What follows belongs to an exercise in optimizing a design on an open flow for small area; a production flow would make more cautious choices.
Function was checked by simulation only, so behaviour that the tests miss may differ from the original.

==> flow/design.v <==
module tsb_report_engine (
    input  wire       clk,
    input  wire       rst_n,        
    input  wire       fin_valid,
    output wire       fin_ready,
    input  wire [7:0] fin_data,
    input  wire       fin_req,      
    input  wire       fin_err,      
    output wire       out_valid,
    input  wire       out_ready,
    output wire [7:0] out_data,
    output wire       out_last
);
    reg  [159:0] ring;          
    reg  [19:0]  sring;         
    reg  [4:0]   pos;           
    reg  [7:0]   buf_q;         
    reg          full;          
    reg          sending;       
    reg  [2:0]   grp;
    reg  [2:0]   ob;
    reg  [4:0]   tip;
    reg  [2:0]   rec_left;      
    reg  [2:0]   dropped;
    reg  [1:0]   outcome;
    reg          rep;           
    reg          scan_pend;     
    reg          scan_act;      
    reg          scan_clr;      
    reg          carry;
    wire [7:0] head = ring[159:152];
    wire       at0  = (pos == 5'd0);
    wire       at19 = (pos == 5'd19);
    wire sbit    = sring[19] && !scan_clr;
    wire kbit    = scan_act && (pos[4:3] == 2'd0) && (pos[2:0] != 3'd1) && (pos[2:0] != 3'd7);
    wire cin     = carry && !at0;
    wire tn_slot = scan_act && pos[4];
    wire tn_bit  = !pos[1] ? rec_left[{1'b0, pos[0]}] : (!pos[0] && rec_left[2]);
    wire ssum    = tn_slot ? tn_bit : (sbit ^ kbit ^ cin);
    wire scout   = (sbit & kbit) | (sbit & cin) | (kbit & cin);
    wire [7:0] scan_byte = {sring[0], sring[1], sring[2], sring[3],
                            sring[4], sring[5], sring[6], sring[7]};
    wire hdr     = (grp == 3'd7);
    wire in_body = !sending && (grp != 3'd6);
    wire busy    = scan_pend || scan_act;
    wire [4:0] target = hdr ? {ob[1] & !ob[0], !ob[1] & ob[0], ob[1] & ob[0], 2'd0}
                            : {grp, ob[1:0]};
    wire match   = (pos == target);
    wire cid_ok  = ~&grp;
    wire is_last = rep ? (grp == 3'd4 && ob == 3'd3) : (grp == 3'd7 && ob == 3'd7);
    assign fin_ready = !sending && !full && (!in_body || !busy);
    assign out_valid = sending && full;
    assign out_data  = buf_q;
    assign out_last  = is_last;
    wire fin_hs   = fin_valid && fin_ready;
    wire out_hs   = out_valid && out_ready;
    wire hdr_hs   = fin_hs && !in_body;                  
    wire id_hs    = fin_hs && in_body && (ob == 3'd7);   
    wire crd_hs   = fin_hs && in_body && !ob[2] && cid_ok;  
    wire skip_hs  = fin_hs && in_body && (ob != 3'd7) && !(!ob[2] && cid_ok);
    wire rec_end  = fin_hs && in_body && (ob == 3'd6);
    wire id_ok    = (fin_data[3:0] < 4'd5);
    wire [3:0] hdr_count = fin_data[3:0];
    wire       hdr_ok    = !fin_err && fin_data[7] && (hdr_count <= 4'd5);
    wire       hdr_cor   = !fin_err && fin_data[7] && (hdr_count > 4'd5);
    wire [2:0] hdr_tn    = hdr_ok ? hdr_count[2:0] : 3'd0;
    wire frame_end = (hdr_hs && hdr_tn == 3'd0) || (rec_end && rec_left == 3'd1);
    wire wr       = in_body && full && match;
    wire need_ring = hdr ? (ob[1] | ob[0]) : !ob[2];
    wire ld        = sending && !full && !busy && (!need_ring || match);
    wire grp_end   = out_hs && !is_last && (ob == 3'd3);
    reg  [7:0] pkt_byte;
    always @(*) begin
        if (hdr) begin
            case (ob)
            3'd7:    pkt_byte = {2'b00, dropped, rep, outcome};
            3'd0:    pkt_byte = 8'd1;
            3'd3:    pkt_byte = {4'd0, scan_byte[3:0]};
            default: pkt_byte = scan_byte;
            endcase
        end else begin
            case (ob)
            3'd6:    pkt_byte = {5'd0, grp};
            3'd7:    pkt_byte = {7'd0, tip[grp]};
            default: pkt_byte = head;
            endcase
        end
    end
    always @(posedge clk) begin
        ring  <= {ring[151:0], wr ? buf_q : scan_act ? 8'd0 : head};
        sring <= {sring[18:0], ssum};
        carry <= scout;
    end
    always @(posedge clk) begin
        if (!rst_n || at19)
            pos <= 5'd0;
        else
            pos <= pos + 5'd1;
    end
    wire       drop_inc   = id_hs && !id_ok && rep;
    wire [4:0] tip_set    = {5{wr}} & (5'b00001 << grp);
    wire [2:0] rec_borrow = {rec_end & !rec_left[1] & !rec_left[0],
                             rec_end & !rec_left[0], rec_end};
    wire       ob_adv     = skip_hs || wr || out_hs;
    wire [2:0] ob_carry   = {ob_adv & ob[1] & ob[0], ob_adv & ob[0], ob_adv};
    always @(posedge clk) begin
        rec_left <= hdr_hs ? hdr_tn : (rec_left ^ rec_borrow);
        tip      <= {5{!hdr_hs}} & (tip | tip_set);
        dropped  <= {3{!hdr_hs}} & (dropped ^ {drop_inc & dropped[1] & dropped[0],
                                               drop_inc & dropped[0], drop_inc});
        ob       <= hdr_hs  ? 3'd7 :
                    id_hs   ? 3'd0 :
                    grp_end ? 3'd6 : (ob ^ ob_carry);
        if (hdr_hs) begin
            outcome <= fin_err ? 2'd3 : !fin_data[7] ? 2'd1 : hdr_cor ? 2'd2 : 2'd0;
            rep     <= fin_req && !hdr_cor;
        end
        if (crd_hs)
            buf_q <= fin_data;
        else if (ld)
            buf_q <= pkt_byte;
    end
    always @(posedge clk) begin
        if (!rst_n) begin
            sending   <= 1'b0;
            grp       <= 3'd6;
            full      <= 1'b0;
            scan_pend <= 1'b0;
            scan_act  <= 1'b0;
            scan_clr  <= 1'b1;
        end else begin
            if (at19) begin
                scan_act  <= scan_pend;
                scan_pend <= 1'b0;
                scan_clr  <= 1'b0;
            end
            if (hdr_hs)
                scan_pend <= 1'b1;
            if (hdr_hs || rec_end)
                grp <= 3'd7;
            else if (id_hs)
                grp <= id_ok ? fin_data[2:0] : 3'd7;
            else if (out_hs && is_last)
                grp <= 3'd6;
            else if (grp_end)
                grp <= grp + 3'd1;
            if (frame_end)
                sending <= 1'b1;
            else if (out_hs && is_last)
                sending <= 1'b0;
            if (crd_hs || ld)
                full <= 1'b1;
            else if (wr || out_hs)
                full <= 1'b0;
        end
    end
endmodule
export LEC_CHECK = 0
export ABC_AREA = 1
export CAP_MARGIN = 20
export CORE_MARGIN = 2
export CORE_UTILIZATION = 60
export SLEW_MARGIN = 20
create_clock -name core_clock -period 10.0 [get_ports {clk}]
standard.sh (not shown) runs the stock make flow with config.mk's settings and CLKGATE_MAP_FILE= SYNTH_SCRIPT=/design/flow/synth_recipe.tcl, a recipe that flattens the netlist after the stock synthesis.
==> flow/flow/run.sh <==
#!/bin/bash
# Standard ORFS layout (standard.sh) with these changes:
#   - synthesis: flow/synth.tcl, the standard synthesis with a stronger
#     area-oriented ABC script (flow/abc_area.script);
#   - a buf_1 on each port instead of clkdlybuf4s50_1;
#   - a clock tree of clkbuf_8 leaf buffers for clusters of up to 20
#     registers, without dummy loads.
# The make output goes to flow_make.log; ORFS's per-step logs stay under orfs/logs.
set -euo pipefail
work=$(pwd)
bash standard.sh \
  "OWN_WORK=$work" \
  "OWN_ABC_SCRIPT=$work/flow/abc_area.script" \
  "SYNTH_SCRIPT=$work/flow/synth.tcl" \
  "BUFFER_PORTS_ARGS=-buffer_cell sky130_fd_sc_hd__buf_1" \
  "CTS_ARGS=-sink_clustering_enable -repair_clock_nets -sink_clustering_size 20 -sink_clustering_max_diameter 60 -buf_list sky130_fd_sc_hd__clkbuf_8 -dont_use_dummy_load" \
  finish > flow_make.log 2>&1
==> flow/flow/abc_area.script <==
strash
dc2
&get -n
&deepsyn -T 60
&put
strash
&get -n
&dch -f
&nf -R 1000
&put
strash
&get -n
&dch -f
&nf -R 1000
&put
==> flow/flow/synth.tcl <==
# The standard synthesis (synth_recipe.tcl, sourced unchanged) with two
# changes to its combinational mapping only:
#   - ABC runs flow/abc_area.script instead of ORFS's abc_area.script;
#   - adders are left to ABC instead of being extracted into ha/fa cells.
# Flip-flop mapping, flattening and renaming are the standard ones, so the
# registers keep the standard synthesis's names and cell types.
proc extract_fa {args} { }
proc abc {args} {
  set i [lsearch -exact $args -script]
  if { $i >= 0 } {
    set args [lreplace $args $i [expr {$i + 1}] -script $::env(OWN_ABC_SCRIPT)]
  }
  yosys abc {*}$args
}
source $::env(OWN_WORK)/synth_recipe.tcl
Then changed:
--- a/flow/design.v
+++ b/flow/design.v
@@ -23,11 +23,12 @@
     reg  [2:0]   rec_left;      
     reg  [2:0]   dropped;
     reg  [1:0]   outcome;
     reg          rep;           
-    reg          scan_pend;     
-    reg          scan_act;      
-    reg          scan_clr;      
+    reg  [1:0]   rev;
+    wire scan_pend = (rev == 2'd1);
+    wire scan_act  = (rev == 2'd2);
+    wire scan_clr  = (rev == 2'd3);
     reg          carry;
     wire [7:0] head = ring[159:152];
     wire       at0  = (pos == 5'd0);
     wire       at19 = (pos == 5'd19);
@@ -41,15 +42,15 @@
     wire [7:0] scan_byte = {sring[0], sring[1], sring[2], sring[3],
                             sring[4], sring[5], sring[6], sring[7]};
     wire hdr     = (grp == 3'd7);
     wire in_body = !sending && (grp != 3'd6);
-    wire busy    = scan_pend || scan_act;
+    wire busy    = (rev != 2'd0);
     wire [4:0] target = hdr ? {ob[1] & !ob[0], !ob[1] & ob[0], ob[1] & ob[0], 2'd0}
                             : {grp, ob[1:0]};
     wire match   = (pos == target);
     wire cid_ok  = ~&grp;
     wire is_last = rep ? (grp == 3'd4 && ob == 3'd3) : (grp == 3'd7 && ob == 3'd7);
-    assign fin_ready = !sending && !full && (!in_body || !busy);
+    assign fin_ready = !sending && !full && !busy;
     assign out_valid = sending && full;
     assign out_data  = buf_q;
     assign out_last  = is_last;
     wire fin_hs   = fin_valid && fin_ready;
@@ -91,12 +92,13 @@
         sring <= {sring[18:0], ssum};
         carry <= scout;
     end
     always @(posedge clk) begin
+        pos[1:0] <= rst_n ? pos[1:0] + 2'd1 : 2'd0;
         if (!rst_n || at19)
-            pos <= 5'd0;
-        else
-            pos <= pos + 5'd1;
+            pos[4:2] <= 3'd0;
+        else if (pos[1:0] == 2'd3)
+            pos[4:2] <= pos[4:2] + 3'd1;
     end
     wire       drop_inc   = id_hs && !id_ok && rep;
     wire [4:0] tip_set    = {5{wr}} & (5'b00001 << grp);
     wire [2:0] rec_borrow = {rec_end & !rec_left[1] & !rec_left[0],
@@ -124,19 +126,14 @@
         if (!rst_n) begin
             sending   <= 1'b0;
             grp       <= 3'd6;
             full      <= 1'b0;
-            scan_pend <= 1'b0;
-            scan_act  <= 1'b0;
-            scan_clr  <= 1'b1;
+            rev       <= 2'd3;
         end else begin
-            if (at19) begin
-                scan_act  <= scan_pend;
-                scan_pend <= 1'b0;
-                scan_clr  <= 1'b0;
-            end
             if (hdr_hs)
-                scan_pend <= 1'b1;
+                rev <= 2'd1;
+            else if (at19)
+                rev <= scan_pend ? 2'd2 : 2'd0;
             if (hdr_hs || rec_end)
                 grp <= 3'd7;
             else if (id_hs)
                 grp <= id_ok ? fin_data[2:0] : 3'd7;
Result: The new run produced a clean layout. Worst setup slack is worse by 160 ps. Clock-buffer cell count stays the same. Routed wire length decreases by 2.6%. Worst hold slack is better by 36 ps. Global-route usage decreases by 0.14 points.

==> static timing again, ports no longer ideal <==
The results above use ideal ports. As a check the final layouts listed here were re-extracted and re-timed, cells and wires unchanged.
Step 1: set_driving_cell puts a clkbuf_16 on clk and a buf_2 on each other input, an assumption about the parent block.
Step 2 times the ports against the registers' clock, not the clock port: input delays grow and output delays shrink by t, the midpoint of the rising clock arrivals with the driver on.
Three values: no drivers, after step 1, after step 2; two values: the first two.
| run | shift t [ns] | setup WS [ns] | worst hold slack (ns) | slew at the worst register clock pin (ns) | worst slew at a driven data input, ns |
|---|---|---|---|---|---|
| the first run | 0.483 | 5.715 / 5.680 / 5.815 | 0.287 / 0.287 / 0.287 | 0.11 / 0.11 | 0.03 |
| the second run | 0.487 | 5.551 / 5.520 / 6.007 | 0.324 / 0.324 / 0.324 | 0.11 / 0.11 | 0.03 |
After both steps setup and hold are still met in every run listed.
